Source: an optimization exercise on an open RTL-to-GDS flow (aim: small area). Production flows keep margins and buffers that such runs may drop.
At most, simulation tests tie the RTL to the original design; equivalence was not proved.
Power is estimated from default activity; no workload was simulated.

==> xenon <==
==> flow/design.v <==
module zz_extract (
    input  wire        clk,
    input  wire        rst,
    input  wire        reg_valid,
    input  wire        reg_we,
    input  wire [7:0]  reg_addr,
    input  wire [31:0] reg_wdata,
    output wire [31:0] reg_rdata,
    output wire        coef_req,
    output wire [15:0] coef_row,
    output wire [15:0] coef_col,
    input  wire [15:0] coef_rdata,
    output wire        pay_we,
    output wire [31:0] pay_addr,
    output reg  [7:0]  pay_wdata
);
    reg [1:0]  ph;
    wire busy = ph[0];
    wire scan = ph == 2'b01;
    wire done = ph == 2'b10;
    reg [15:0] grid_h, grid_w;
    reg [12:0] by, bx;           
    reg [2:0]  r, c;             
    reg        vq;               
    reg        hok;              
    reg        drain;            
    reg [28:0] cb;
    reg [2:0]  j;
    reg [31:0] len;
    reg [7:1]  acc;              
    reg [5:0]  sel;              
    wire eqy      = (by == grid_h[15:3]);
    wire eqx      = (bx == grid_w[15:3]);
    wire rowok    = !eqy || (r < grid_h[2:0]);
    wire colok    = !eqx || (c < grid_w[2:0]);
    wire rowempty = eqy && (grid_h[2:0] == 3'd0);
    wire colempty = eqx && (grid_w[2:0] == 3'd0);
    wire blk_end  = (r == 3'd7 && c == 3'd7) || rowempty || colempty;
    wire finish   = rowempty ||
                    (blk_end && eqx && (eqy || (colempty && bx == 13'd0)));
    assign coef_req = scan && rowok && colok;
    assign coef_row = {by, r};
    assign coef_col = {bx, c};
    reg [2:0] r_n, c_n;
    always @(*) begin
        r_n = r;
        c_n = c;
        if (!(r[0] ^ c[0])) begin
            if (c == 3'd7)      r_n = r + 3'd1;
            else if (r == 3'd0) c_n = c + 3'd1;
            else begin          r_n = r - 3'd1; c_n = c + 3'd1; end
        end else begin
            if (r == 3'd7)      c_n = c + 3'd1;
            else if (c == 3'd0) r_n = r + 3'd1;
            else begin          r_n = r + 3'd1; c_n = c - 3'd1; end
        end
    end
    wire [12:0] bxi, byi;
    wire [13:0] bxc, byc;
    assign bxc[0] = 1'b1;
    assign byc[0] = 1'b1;
    genvar g;
    generate
        for (g = 0; g < 13; g = g + 1) begin : g_binc
            assign bxi[g]   = bx[g] ^ bxc[g];
            assign bxc[g+1] = bx[g] & bxc[g];
            assign byi[g]   = by[g] ^ byc[g];
            assign byc[g+1] = by[g] & byc[g];
        end
    endgenerate
    wire usable = !((coef_rdata[15:1] == 15'd0) || (&coef_rdata));
    wire bitv   = coef_rdata[0];
    wire take   = vq && usable;
    wire eqlen  = ({3'd0, cb} == len);
    wire full   = drain || eqlen;           
    wire a0 = busy || (sel[4] && j != 3'd0);
    wire a2 = !busy && sel[5] && hok;
    wire [28:0] sum;
    wire [29:0] cy;
    assign sum[0] = cb[0] ^ a0;
    assign cy[1]  = cb[0] & a0;
    assign sum[1] = cb[1] ^ cy[1];
    assign cy[2]  = cb[1] & cy[1];
    assign sum[2] = cb[2] ^ cy[2] ^ a2;
    assign cy[3]  = (cb[2] & cy[2]) | (cb[2] & a2) | (cy[2] & a2);
    generate
        for (g = 3; g < 29; g = g + 1) begin : g_sum
            assign sum[g]  = cb[g] ^ cy[g];
            assign cy[g+1] = cb[g] & cy[g];
        end
    endgenerate
    assign pay_we   = take && hok && !full;
    assign pay_addr = {3'd0, cb};
    integer i;
    always @(*) begin
        pay_wdata[0] = 1'b0;
        for (i = 1; i < 8; i = i + 1)
            pay_wdata[i] = (j > 3'd7 - i) ? acc[i] : 1'b0;
        for (i = 0; i < 8; i = i + 1)
            if (j == 3'd7 - i) pay_wdata[i] = bitv;
    end
    wire host_wr   = reg_valid && reg_we && !busy;
    wire wr_ctrl   = host_wr && reg_addr == 8'h00;
    wire cmd_start = wr_ctrl && reg_wdata[0];
    wire op_init   = wr_ctrl && (reg_wdata[0] || reg_wdata[1]);
    wire a_ok   = reg_addr[7:5] == 3'd0 && reg_addr[1:0] == 2'd0;
    wire a_olen = a_ok && reg_addr[4:2] == 3'd5;
    wire under  = hok && !full;
    wire [8:0] status = {done && !hok, 3'd0, hok, !busy && under,
                         done && !hok, done, busy};
    assign reg_rdata = ({32{sel[0]}} & {23'd0, status})
                     | ({32{sel[1]}} & {16'd0, grid_h})
                     | ({32{sel[2]}} & {16'd0, grid_w})
                     | ({32{sel[3]}} & len)
                     | ({32{sel[4]}} & {3'd0, sum})
                     | ({32{sel[5]}} & {sum, j});
    always @(posedge clk) begin
        sel[0] <= a_ok && reg_addr[4:2] == 3'd1;
        sel[1] <= a_ok && reg_addr[4:2] == 3'd2;
        sel[2] <= a_ok && reg_addr[4:2] == 3'd3;
        sel[3] <= a_ok && reg_addr[4:2] == 3'd4 || a_olen && hok && full;
        sel[4] <= a_olen && under;
        sel[5] <= a_ok && reg_addr[4:2] == 3'd6;
        acc[7 - j] <= bitv;
        vq <= coef_req && !rst;
        if (rst) begin
            ph     <= 2'b00;
            grid_h <= 16'd0;
            grid_w <= 16'd0;
        end else begin
            if (host_wr && reg_addr == 8'h08) grid_h <= reg_wdata[15:0];
            if (host_wr && reg_addr == 8'h0C) grid_w <= reg_wdata[15:0];
            if (op_init)
                ph <= cmd_start ? 2'b01 : 2'b00;
            else if (ph == 2'b11)
                ph <= 2'b10;
            else if (scan && finish)
                ph <= 2'b11;
        end
        if (cmd_start) begin
            by <= 13'd0;
            bx <= 13'd0;
            r  <= 3'd0;
            c  <= 3'd1;
        end else if (scan) begin
            if (blk_end) begin
                r <= 3'd0;
                c <= 3'd1;
                if (eqx) begin
                    bx <= 13'd0;
                    by <= byi;
                end else begin
                    bx <= bxi;
                end
            end else begin
                r <= r_n;
                c <= c_n;
            end
        end
        if (rst || op_init) begin
            hok   <= 1'b0;
            drain <= 1'b0;
            cb    <= 29'd0;
            j     <= 3'd0;
            len   <= 32'd0;
        end else begin
            if (hok && eqlen) drain <= 1'b1;
            if (take) begin
                if (!hok) len <= {len[30:0], bitv};
                if (!hok && cb[1:0] == 2'b11 && j == 3'd7) begin
                    hok <= 1'b1;
                    cb  <= 29'd0;
                    j   <= 3'd0;
                end else begin
                    j <= j + 3'd1;
                    if (j == 3'd7) cb <= sum;
                end
            end
        end
    end
endmodule
==> flow/run.sh <==
#!/bin/bash
# synth_recipe.tcl (not shown) runs the flow's synth.tcl, then flattens the netlist and writes it again
# the make line also repeats each setting of config.mk as NAME=value (left out here)
make -C /OpenROAD-flow-scripts/flow DESIGN_CONFIG=/design/flow/config.mk WORK_HOME=/design/flow/orfs CLKGATE_MAP_FILE= SYNTH_SCRIPT=/design/flow/synth_recipe.tcl finish
==> flow/config.mk <==
export PLATFORM = sky130hd
export DESIGN_NAME = zz_extract
export DESIGN_NICKNAME = zz_extract
export VERILOG_FILES = /design/flow/design.v
export SDC_FILE = /design/flow/constraint.sdc
export NUM_CORES = 4
export LEC_CHECK = 0
export CAP_MARGIN = 20
export CORE_MARGIN = 2
export CORE_UTILIZATION = 40
export SLEW_MARGIN = 20
==> flow/constraint.sdc <==
create_clock -name core_clock -period 8.5 [get_ports {clk}]
set_input_delay 1.7000 -clock core_clock [delete_from_list [all_inputs] [get_ports {clk}]]
set_output_delay 1.7000 -clock core_clock [all_outputs]
set_load 0.01 [all_outputs]
==> inputs of nickel, as changes to xenon <==
--- a/flow/design.v
+++ b/flow/design.v
@@ -78,3 +78,3 @@
     wire [28:0] sum;
-    wire [29:0] cy;
+    wire [3:0]  cy;
     assign sum[0] = cb[0] ^ a0;
@@ -85,6 +85,12 @@
     assign cy[3]  = (cb[2] & cy[2]) | (cb[2] & a2) | (cy[2] & a2);
+    wire [29:3] cr;
+    assign cr[3] = cy[3];
     generate
         for (g = 3; g < 29; g = g + 1) begin : g_sum
-            assign sum[g]  = cb[g] ^ cy[g];
-            assign cy[g+1] = cb[g] & cy[g];
+            assign sum[g] = cb[g] ^ cr[g];
+            if (g == 15) begin : g_skip
+                assign cr[16] = cy[3] & (&cb[15:3]);
+            end else begin : g_rip
+                assign cr[g+1] = cb[g] & cr[g];
+            end
         end
@@ -97,3 +103,3 @@
         for (i = 1; i < 8; i = i + 1)
-            pay_wdata[i] = (j > 3'd7 - i) ? acc[i] : 1'b0;
+            pay_wdata[i] = acc[i];
         for (i = 0; i < 8; i = i + 1)
@@ -123,3 +129,6 @@
         sel[5] <= a_ok && reg_addr[4:2] == 3'd6;
-        acc[7 - j] <= bitv;
+        if (take && (j == 3'd7 || !hok))
+            acc <= 7'd0;
+        else
+            acc[7 - j] <= bitv;
         vq <= coef_req && !rst;
@@ -139,20 +148,18 @@
         end
-        if (cmd_start) begin
+        if (!scan || blk_end) begin
+            r <= 3'd0;
+            c <= 3'd1;
+        end else begin
+            r <= r_n;
+            c <= c_n;
+        end
+        if (!scan) begin
             by <= 13'd0;
             bx <= 13'd0;
-            r  <= 3'd0;
-            c  <= 3'd1;
-        end else if (scan) begin
-            if (blk_end) begin
-                r <= 3'd0;
-                c <= 3'd1;
-                if (eqx) begin
-                    bx <= 13'd0;
-                    by <= byi;
-                end else begin
-                    bx <= bxi;
-                end
+        end else if (blk_end) begin
+            if (eqx) begin
+                bx <= 13'd0;
+                by <= byi;
             end else begin
-                r <= r_n;
-                c <= c_n;
+                bx <= bxi;
             end
==> flow/flow/run.sh (new file) <==
#!/bin/bash
# Layout flow: the standard ORFS flow (standard synthesis unchanged),
# with two placement/CTS choices made through ORFS's own variables:
#  - port buffers use the smallest buffer cell (buf_1) instead of the
#    default clkdlybuf4s50_1; every input and output port is still buffered;
#  - clock tree built from clkbuf_4 cells, without dummy load cells.
# The full output of the flow goes to flow_standard.log in the work folder;
# ORFS keeps per-step logs under orfs/logs.
set -euo pipefail
export BUFFER_PORTS_ARGS="-buffer_cell sky130_fd_sc_hd__buf_1"
export CTS_ARGS="-sink_clustering_enable -repair_clock_nets -buf_list sky130_fd_sc_hd__clkbuf_4 -sink_buffer_max_cap_derate 0.3 -dont_use_dummy_load"
bash standard.sh > flow_standard.log 2>&1
==> flow/standard.sh (new file) <==
#!/bin/bash
# synth_recipe.tcl (not shown) runs the flow's synth.tcl, then flattens the netlist and writes it again
# the make line also repeats each setting of config.mk as NAME=value (left out here)
make -C /OpenROAD-flow-scripts/flow DESIGN_CONFIG=/design/flow/config.mk WORK_HOME=/design/flow/orfs CLKGATE_MAP_FILE= SYNTH_SCRIPT=/design/flow/synth_recipe.tcl "${@:-finish}"
Settings changed: CTS_BUF_LIST from default to sky130_fd_sc_hd__clkbuf_4.
removed: flow/run.sh
==> reports/results.tsv <==
metric	value	unit
clkCellAreaFrac	1.44	%
fp.dieH	146	um
synth_area	8060	um2
p_int	787	uW
die_w	146	um
p_sw	236	uW
worst-path-max-fanout	11	
status	complete, no violations	
worst_slew_pin_slew	1.08	ns
use_met3	5.36	%
setup_slack	1.23	ns
dp.cells	1259	
# the run above: nickel

==> reports/results.tsv <==
metric	value	unit
setup_slack	0.304	ns
yosys.area_share.simple	18.6	%
p_sw	376	uW
fp.dieH	147	um
dp.cells	1314	
top_layer	met4	
die_w	147	um
synth_area	8160	um2
use_met3	4.19	%
multi_input_area_share	46.9	%
clkCellAreaFrac	5.35	%
status	complete, no violations	
# the run above: xenon

Only the layout flow was run in xenon; the RTL was not checked for function there.


==> inputs of trial 90 <==
zz_extract, a different RTL version from the one above (not shown whole).
==> flow/config.mk <==
export PLATFORM = sky130hd
export DESIGN_NAME = zz_extract
export DESIGN_NICKNAME = zz_extract
export VERILOG_FILES = /design/flow/design.v
export SDC_FILE = /design/flow/constraint.sdc
export NUM_CORES = 4
export LEC_CHECK = 0
export CAP_MARGIN = 20
export CORE_MARGIN = 2
export CORE_UTILIZATION = 40
export CTS_BUF_LIST = sky130_fd_sc_hd__clkbuf_8
export SLEW_MARGIN = 20
==> flow/constraint.sdc <==
create_clock -name core_clock -period 8.5 [get_ports {clk}]
set_input_delay 1.7000 -clock core_clock [delete_from_list [all_inputs] [get_ports {clk}]]
set_output_delay 1.7000 -clock core_clock [all_outputs]
set_load 0.01 [all_outputs]
standard.sh (not shown) runs the stock make flow with config.mk's settings and CLKGATE_MAP_FILE= SYNTH_SCRIPT=/design/flow/synth_recipe.tcl, a recipe that flattens the netlist after the stock synthesis.
==> flow/flow/run.sh <==
#!/bin/bash
# Layout flow: the standard ORFS flow (standard synthesis unchanged),
# with two placement/CTS choices made through ORFS's own variables:
#  - port buffers use the smallest buffer cell (buf_1) instead of the
#    default clkdlybuf4s50_1; every input and output port is still buffered;
#  - clock tree built from clkbuf_4 cells, without dummy load cells.
# The full output of the flow goes to flow_standard.log in the work folder;
# ORFS keeps per-step logs under orfs/logs.
set -euo pipefail
export BUFFER_PORTS_ARGS="-buffer_cell sky130_fd_sc_hd__buf_1"
export CTS_ARGS="-sink_clustering_enable -repair_clock_nets -buf_list sky130_fd_sc_hd__clkbuf_8 -sink_clustering_size 24 -sink_clustering_max_diameter 80 -dont_use_dummy_load"
bash standard.sh > flow_standard.log 2>&1
==> trial 65: changes against trial 90 <==
--- a/flow/design.v
+++ b/flow/design.v
@@ -96,17 +96,17 @@
         end
     endgenerate
     assign pay_we   = take && hok && !full;
     assign pay_addr = {3'd0, cb};
     integer i;
     always @(*) begin
         pay_wdata[0] = 1'b0;
         for (i = 1; i < 8; i = i + 1)
-            pay_wdata[i] = (j > 3'd7 - i) ? acc[i] : 1'b0;
+            pay_wdata[i] = acc[i];
         for (i = 0; i < 8; i = i + 1)
             if (j == 3'd7 - i) pay_wdata[i] = bitv;
     end
     wire host_wr   = reg_valid && reg_we && !busy;
     wire wr_ctrl   = host_wr && reg_addr == 8'h00;
     wire cmd_start = wr_ctrl && reg_wdata[0];
     wire op_init   = wr_ctrl && (reg_wdata[0] || reg_wdata[1]);
     wire a_ok   = reg_addr[7:5] == 3'd0 && reg_addr[1:0] == 2'd0;
@@ -122,17 +122,20 @@
                      | ({32{sel[5]}} & {sum, j});
     always @(posedge clk) begin
         sel[0] <= a_ok && reg_addr[4:2] == 3'd1;
         sel[1] <= a_ok && reg_addr[4:2] == 3'd2;
         sel[2] <= a_ok && reg_addr[4:2] == 3'd3;
         sel[3] <= a_ok && reg_addr[4:2] == 3'd4 || a_olen && hok && full;
         sel[4] <= a_olen && under;
         sel[5] <= a_ok && reg_addr[4:2] == 3'd6;
-        acc[7 - j] <= bitv;
+        if (take && (j == 3'd7 || !hok))
+            acc <= 7'd0;
+        else
+            acc[7 - j] <= bitv;
         vq <= coef_req && !rst;
         if (rst) begin
             ph     <= 2'b00;
             grid_h <= 16'd0;
             grid_w <= 16'd0;
         end else begin
             if (host_wr && reg_addr == 8'h08) grid_h <= reg_wdata[15:0];
             if (host_wr && reg_addr == 8'h0C) grid_w <= reg_wdata[15:0];
==> flow/flow/run.sh (replaced) <==
#!/bin/bash
# Layout flow: the standard ORFS flow (standard synthesis unchanged),
# with two placement/CTS choices made through ORFS's own variables:
#  - port buffers use the smallest buffer cell (buf_1) instead of the
#    default clkdlybuf4s50_1; every input and output port is still buffered;
#  - clock tree built from clkbuf_4 cells, without dummy load cells.
# The full output of the flow goes to flow_standard.log in the work folder;
# ORFS keeps per-step logs under orfs/logs.
set -euo pipefail
export BUFFER_PORTS_ARGS="-buffer_cell sky130_fd_sc_hd__buf_1"
export CTS_ARGS="-sink_clustering_enable -repair_clock_nets -buf_list sky130_fd_sc_hd__clkbuf_4 -sink_buffer_max_cap_derate 0.6 -sink_clustering_max_diameter 40 -dont_use_dummy_load"
bash standard.sh > flow_standard.log 2>&1
- CTS_BUF_LIST: sky130_fd_sc_hd__clkbuf_8 -> sky130_fd_sc_hd__clkbuf_4
==> qor summary <==
Filler-free cell count of the finished design: trial 65 1278; trial 90 1327
Run status: trial 65 complete, no violations; trial 90 complete, no violations
Simple-Gate Fraction of Synth Area: trial 65 0.172; trial 90 0.190
Hold Path Depth: trial 65 2; trial 90 1
Net Sw Power: trial 65 236 uW; trial 90 251 uW
Final non-clock buffer share: trial 65 0.0694; trial 90 0.0675
Core Region: trial 65 19600 um2; trial 90 20200 um2
Worst slack at placement: trial 65 1800 ps; trial 90 1850 ps
Total placed cells including tap cells: trial 65 1259; trial 90 1308
Iteration-0 DRC count of the detailed router: trial 65 602; trial 90 555
Fillcell total: trial 65 1992; trial 90 2113
Switching power share of the total: trial 65 0.231; trial 90 0.224
Mean area per synthesized cell: trial 65 8.98 um2; trial 90 8.66 um2
Critical path capture point: trial 65 reg_rdata[28]; trial 90 reg_rdata[27]
Share of the yosys chip area belonging to registers: trial 65 0.363; trial 90 0.357
Power of the clock network: trial 65 306 uW; trial 90 407 uW
Die Footprint: trial 65 21300 um2; trial 90 21600 um2
Biggest cell delay along the critical path: trial 65 580 ps; trial 90 630 ps
Met2 usage: trial 65 0.339; trial 90 0.344
Mux cell area share after synthesis: trial 65 0.0989; trial 90 0.0679
Utilization after layout: trial 65 0.453; trial 90 0.449
XOR/XNOR Fraction of Synth Area: trial 65 0.0663; trial 90 0.0632
Number of antenna violations at the first check in global routing: trial 65 2; trial 90 0
Post-route met1 wirelength: trial 65 10.5 mm; trial 90 10.6 mm
Area of the multi-input gates: trial 65 4750 um2; trial 90 4820 um2

==> port drivers added, routing unchanged <==
How much do the figures lean on ideal ports? The routed layouts below were timed once more, with nothing changed but the port constraints.
Step 1, drivers: a clkbuf_16 drives clk and a buf_2 each remaining input, both assumed.
Step 2 also shifts input and output timing later by t, the mid clock arrival at the registers, as if the neighbouring blocks saw the same clock.
a / b / c = ideal ports / drivers / drivers and shift; a / b = the first two.
run | t, ns | setup WS [ns] | hold slack, ns | worst setup path at the end
xenon | 0.465 | 0.304 / 0.263 / 0.727 | 0.466 / 0.466 / 0.466 | register to output
nickel | 0.577 | 1.227 / 1.190 / 1.766 | 0.501 / 0.501 / 0.501 | register to output
trial 90 | 0.477 | 1.373 / 1.333 / 1.810 | 0.476 / 0.476 / 0.476 | register to output
trial 65 | 0.577 | 1.227 / 1.190 / 1.766 | 0.501 / 0.501 / 0.501 | register to output
After both steps setup and hold are still met in every run listed.
